Context: an optimization exercise on an open-source flow, tuned for small area, a short achievable clock period and few clock cycles. The choices shown serve that exercise and are no tape-out recipe.
For this run, only the layout was checked, not whether the RTL still works.
Power is estimated from default activity; no workload was simulated.

==> design/flow/design.v <==
module adc_acq (
    input  wire        clk,
    input  wire        rst,        
    input  wire        start,
    input  wire        dev24,      
    input  wire [7:0]  n,          
    input  wire [2:0]  gain,       
    input  wire [30:0] vref_uv,    
    output reg         ready,
    input  wire        s_valid,
    input  wire [23:0] s_data,     
    input  wire        s_timeout,  
    output reg         s_ready,
    output reg         done,
    output wire [31:0] res_raw,    
    output wire [31:0] res_uv,     
    output reg         res_to      
);
    localparam K     = 2;           
    localparam NSTEP = 24 / K;      
    localparam [2:0] S_IDLE  = 3'd0,
                     S_SAMP  = 3'd1,
                     S_FLUSH = 3'd2,
                     S_DIV   = 3'd3,
                     S_HLAST = 3'd4,
                     S_F1    = 3'd5,
                     S_F2    = 3'd6,
                     S_ABORT = 3'd7;
    localparam [22:0] M = 23'h7fffff;
    reg  [2:0]  state;
    reg         op_dev24;
    reg  [7:0]  nd;         
    reg  [7:0]  cnt;        
    reg  [2:0]  gcnt;       
    reg  [36:0] V;          
    reg  [23:0] sreg;       
    reg  [31:0] acc;        
    reg  [59:0] P;          
    reg         neg;        
    reg         hv;         
    reg         first;      
    assign res_raw = acc;
    assign res_uv  = P[31:0];
    wire take = s_valid & s_ready;
    reg  [36:0] v16;
    always @(*) begin
        case (gain)
            3'd0:    v16 = 37'd12000 * M;
            3'd1:    v16 = 37'd8000  * M;
            3'd2:    v16 = 37'd4000  * M;
            3'd3:    v16 = 37'd2000  * M;
            3'd4:    v16 = 37'd1000  * M;
            3'd5:    v16 = 37'd500   * M;
            default: v16 = 37'd8000  * M;
        endcase
    end
    wire        do_negs = (state == S_DIV) & first & neg;      
    wire        do_fin  = (state == S_HLAST);                  
    wire        inv     = (do_negs | do_fin) & neg;
    wire [31:0] add_a   = (do_fin ? {8'd0, acc[23:0]} : acc) ^ {32{inv}};
    wire [31:0] add_b   = {{8{sreg[23]}}, sreg};
    wire [31:0] add_o   = add_a + add_b + {31'd0, inv};
    reg  [7:0]  dr;
    reg  [23:0] dq;
    reg  [8:0]  dt;
    integer j;
    always @(*) begin
        dr = acc[31:24];
        dq = acc[23:0];
        for (j = 0; j < K; j = j + 1) begin
            dt = {dr, dq[23]};
            if (dt >= {1'b0, nd}) begin
                dt = dt - {1'b0, nd};
                dq = {dq[22:0], 1'b1};
            end else begin
                dq = {dq[22:0], 1'b0};
            end
            dr = dt[7:0];
        end
    end
    wire div_step = (state == S_DIV) & ~(first & neg) & (gcnt == 3'd0);
    reg  [59:0] hsum;
    integer b;
    always @(*) begin
        hsum = {P[59-K:0], {K{1'b0}}};
        for (b = 0; b < K; b = b + 1)
            if (acc[b]) hsum = hsum + ({23'd0, V} << b);
    end
    wire [30:0] wh = P[59:29];
    wire [22:0] wl = P[28:6];
    wire [31:0] fs = {1'b0, wh} + {9'd0, wl} + {10'd0, 22'h3fffff} + {31'd0, P[5]};
    wire [8:0]  sh = fs[31:23];
    wire [23:0] cc = {1'b0, fs[22:0]} + {15'd0, sh} + 24'd1;
    wire [10:0] tp = {2'b00, sh} + {10'd0, cc[23]} - {10'd0, neg};
    wire [10:0] tps = P[10:0];    
    wire [31:0] q  = {1'b0, wh} + {{21{tps[10]}}, tps};
    wire [31:0] uv = q ^ {32{neg}};
    always @(posedge clk) begin
        if (take & ~s_timeout)
            sreg <= (op_dev24 ? s_data : {{8{s_data[15]}}, s_data[15:0]});
        else
            sreg <= 24'd0;
        if (ready) begin
            V    <= dev24 ? {6'd0, vref_uv} : v16;
            gcnt <= dev24 ? ((gain == 3'd7) ? 3'd6 : (3'd6 - gain)) : 3'd0;
        end else if (gcnt != 3'd0) begin
            V    <= {V[35:0], 1'b0};
            gcnt <= gcnt - 3'd1;
        end
        if (ready || state == S_ABORT)
            acc <= 32'd0;
        else if (div_step)
            acc <= {dr, dq};
        else if (state == S_SAMP || state == S_FLUSH || do_negs || do_fin)
            acc <= add_o;
        hv <= div_step;
        if (hv)
            P <= hsum;
        else if (state == S_F1)
            P[10:0] <= tp;
        else if (state == S_F2)
            P[31:0] <= uv;
        else
            P <= 60'd0;
        if (state == S_FLUSH) neg <= add_o[31];
        if (state == S_DIV && !div_step && first && neg) first <= 1'b0;
        if (div_step) first <= 1'b0;
        done <= 1'b0;
        if (rst) begin
            state   <= S_IDLE;
            ready   <= 1'b1;
            s_ready <= 1'b0;
            done    <= 1'b0;
        end else begin
            case (state)
                S_IDLE: begin
                    if (start) begin
                        op_dev24 <= dev24;
                        nd       <= n;
                        cnt      <= n;
                        res_to   <= 1'b0;
                        ready    <= 1'b0;
                        if (n == 8'd0) begin
                            state <= S_ABORT;
                        end else begin
                            state   <= S_SAMP;
                            s_ready <= 1'b1;
                        end
                    end
                end
                S_SAMP: begin
                    if (take) begin
                        if (s_timeout) begin
                            res_to  <= 1'b1;
                            s_ready <= 1'b0;
                            state   <= S_ABORT;
                        end else begin
                            cnt <= cnt - 8'd1;
                            if (cnt == 8'd1) begin
                                s_ready <= 1'b0;
                                state   <= S_FLUSH;
                            end
                        end
                    end
                end
                S_FLUSH: begin
                    cnt   <= NSTEP[7:0];
                    first <= 1'b1;
                    state <= S_DIV;
                end
                S_DIV: begin
                    if (div_step) begin
                        cnt <= cnt - 8'd1;
                        if (cnt == 8'd1) state <= S_HLAST;
                    end
                end
                S_HLAST: state <= S_F1;
                S_F1:    state <= S_F2;
                S_F2, S_ABORT: begin
                    done  <= 1'b1;
                    ready <= 1'b1;
                    state <= S_IDLE;
                end
                default: state <= S_IDLE;
            endcase
        end
    end
endmodule
==> design/flow/run.sh <==
#!/bin/bash
# synth_recipe.tcl (not shown) runs the flow's synth.tcl, then flattens the netlist and writes it again
# the make line also repeats each setting of config.mk as NAME=value (left out here)
make -C /OpenROAD-flow-scripts/flow DESIGN_CONFIG=/design/flow/config.mk WORK_HOME=/design/flow/orfs CLKGATE_MAP_FILE= SYNTH_SCRIPT=/design/flow/synth_recipe.tcl finish
==> design/flow/config.mk <==
export PLATFORM = sky130hd
export DESIGN_NAME = adc_acq
export DESIGN_NICKNAME = adc_acq
export VERILOG_FILES = /design/flow/design.v
export SDC_FILE = /design/flow/constraint.sdc
export NUM_CORES = 4
export LEC_CHECK = 0
export ABC_CLOCK_PERIOD_IN_PS = 3000
export CAP_MARGIN = 20
export CORE_MARGIN = 2
export CORE_UTILIZATION = 40
export SLEW_MARGIN = 20
==> design/flow/constraint.sdc <==
create_clock -name core_clock -period 11.0 [get_ports {clk}]
set_input_delay 2.2000 -clock core_clock [delete_from_list [all_inputs] [get_ports {clk}]]
set_output_delay 2.2000 -clock core_clock [all_outputs]
set_load 0.01 [all_outputs]
==> out/results.tsv <==
metric	value	unit
asr flop ratio synth	0	%
cell area after layout	0.0227	mm²
Synth Area in Compound Gates	25.3	%
H-Tree Depth	4	
post-synthesis simple-gate area fraction	18.2	%
Reg area	0.00475	mm²
GRT overflow	0	
combinational power share	57.4	%
final core utilization	45.3	%
NetSw	1.88	mW
latest clock arrival within the worst-skew pair	0.52	ns
Synth Area in XOR/XNOR	10.6	%
synth top area cells	edfxtp_1, ha_1, xnor2_1	
RSZ-0062 raised after global routing	false	
final-report setup violation count	0	
Area Growth Syn to Fin	11.7	%
Detailed Route WL	69700	µm
antenna viol nets, final	0	
status	complete, no violations	
Mapped Area	0.0204	mm²
Hold WS	0.523	ns
Tcrit/Tclk final	71.9	%
register bit total from synthesis	183	
GRT Overall Usage	26.2	%
vias post-DR	19375	
top cell type's share of synthesized area	15.9	%
fin worst setup slack	3.09	ns
Slew headroom	34.5	%
layout cell share with drive strength beyond 1	4.81	%
# DRC	0	
routability cong.	0.971	
Cell Rows	82	
Clk network pwr share	16.5	%
slew of the pin with the lowest slew margin	0.978	ns
starting density of the core	40.6	%
Max rail drop VDD	0.0895	mV
NumNets Final	2903	
Slew Viols, Final	0	
clock root buffer	clkbuf_16	
largest net degree at the start of global routing	58	
CTS tree	yes	
Fillers	5061	
Switching Fraction	47.4	%
wire length of the first global-routing pass	107000	µm
clk slew on worst S/H paths	0.09	ns
dpl cells	3258	
commonest cells in the netlist	nand2_1, a21oi_1, ha_1	
setup TNS	0	ns
Synth Instances	2554	
PnR Total Power	3.96	mW
post-DR wirelength/cell	21.2	µm
critical path type	reg2reg	
Iteration-0 DRC Markers	1429	
Seq/Total Area, Yosys	23.3	%
mux share of post-synthesis cell area	2.35	%
maximum clock path buffer count	2	
Syn. warnings	1	
max incr delay on CP	0.57	ns
chip height	230	µm
count leader, synth	nand2_1	
Syn Nets	2852	
Placed Instance Area	0.0221	mm²
count of cell types in the netlist	89	
Die X	230	µm
main combinational cell family by area after synthesis	compound AO/OA/AOI/OAI gates	
crit path max fanout	8	
type of element capturing the critical path	flip-flop	
Mapped Avg Cell Area	7.97	µm²
PwrDens	174	mW/mm²
post-CTS setup buffers	0	
port buffer count	139	
Max Clock Skew	0.0219	ns
HPWL Detailed	54900	µm
Yosys top cell by area	edfxtp_1	
number of max-cap violations	0	
diode count	0	
I/O pin count	140	
Max Freq	126	MHz
Pre-Repair DR Iteration Count	7	
Fin. Hold Viols	0	
vias in the first global route	18744	
Worst EP required	11.40	ns
startpoint types	flip-flop	
WP data arrival	8.31	ns
HP Class	reg2reg	
area of the multi-input gates	0.0144	mm²
total CTS buffers	17	
number of flops mapped to enable cells by yosys	108	
initial antenna violation count	1	
CP bufs+invs	5	
Adder-Cell Fraction of Synth Area	14.3	%
Main synth FF type	edfxtp_1	
core area	0.0502	mm²
highest-delay cell along the critical path	o31ai_2	
pre-CTS WS	3.32	ns
Leak	9.62	nW
via/cell ratio	5.89	
Post-CTS Hold Fix Bufs	0	
Resized Gates After CTS	0	
Sink Count	183	
Post-Layout Cell Count	3290	
DIE AREA	0.0527	mm²
Flop pwr share	26.1	%
internal power	2.08	mW
min Tclk post-route	7.91	ns
critical path's top delay family	compound AO/OA/AOI/OAI gates	
-- worst paths after layout --
| kind | from | end | slack, ns | cells past startpoint |
|---|---|---|---|---|
| max | P[29] | P[9] | 3.09 | 34 |
| min | s_ready | s_ready | 0.52 | 2 |
| min reg2reg | s_ready | s_ready | 0.52 | 2 |
| max reg2reg | P[29] | P[9] | 3.09 | 34 |
-- area by class of cell --
class | count | area share [%]
inverter | 169 | 2.80
timing repair buffer | 155 | 6.65
clock buffer | 18 | 1.98
tap | 672 | 3.70
clock inverter | 14 | 0.594
sequential | 183 | 20.9
multi-input combinational | 2079 | 63.4
-- layout by cell type (no fill, tap or decap), drive strengths merged, types with 24 or more instances in the layout --
cell / n
a211oi: 25
a21o: 92
a21oi: 238
a22oi: 26
and2: 35
and3: 28
clkdlybuf4s50: 139
dfxtp: 75
edfxtp: 108
ha: 218
inv: 173
mux2: 30
nand2: 244
nand2b: 32
nand3: 58
nand4: 28
nor2: 167
nor2b: 24
nor3: 67
o21a: 26
o21ai: 164
o22ai: 24
xnor2: 178
xor2: 69
-- tightest hold or removal path: stages, from the launching register on --
cell and delay (ns):
dfxtp_1 0.33, nor2_1 0.10, a211oi_1 0.05
-- flip-flops by register name (all words and copies together), names as in the netlist --
register	count
P	60
V	37
acc	32
cnt	8
done	1
first	1
gcnt	3
hv	1
nd	8
neg	1
op_dev24	1
ready	1
res_to	1
s_ready	1
sreg	24
state	3
-- power by group through the flow --
stage / logic [mW] / clock network (mW) / registers, mW
global placement: 2.22 / 0 / 1.05
finish: 2.28 / 0.654 / 1.03
detailed placement: 2.24 / 0 / 1.05
CTS: 2.25 / 0.669 / 1.04
floorplan: 1.69 / 0 / 0.965
global route: 2.51 / 0.691 / 1.05
-- layer usage --
metal  GRT usage (%)  share of wire (%)
met5               0              0.014
met2            44.8                 48
met4            12.8                4.8
met3            4.62                4.7
met1            31.6                 42
-- cells by family (layout without fill, tap and decap cells) --
logic type / Yosys count / after routing
and+or+nand+nor: 764 / 764
buffers and inverters: 292 / 356
xor gates and xnor gates: 247 / 247
AOI/OAI and AO/OA: 796 / 796
adders and majority gates: 228 / 228
DFF: 183 / 183
muxes: 44 / 44

port drivers added, routing unchanged:
The flow's constraints put no driver on any port. The routed layout listed below was extracted and timed again, unchanged, in two steps.
Step 1 (the two cells are an assumption about what drives the block):
set clk [get_ports {clk}]
set_driving_cell -lib_cell sky130_fd_sc_hd__clkbuf_16 $clk
set_driving_cell -lib_cell sky130_fd_sc_hd__buf_2 [delete_from_list [all_inputs] $clk]
Step 2 moves the port delays by t, midway between the first and last clock arrival at a register: inputs arrive t later, outputs are due t later. That takes back most of the time a late clock gives input paths.
a / b / c = ideal / step 1 / step 2; a / b = the first two.
shift t [ns]: 0.562
slack for setup (ns): 3.089 / 3.089 / 3.089
hold WS [ns]: 0.523 / 0.523 / 0.523
worst register clock-pin slew, ns: 0.09 / 0.09
worst slew at a driven data input, ns: 0.04
After both steps this run still meets setup and hold. The setup slack of this run moves by 0.000 ns with the drivers and by 0.000 ns with both steps.
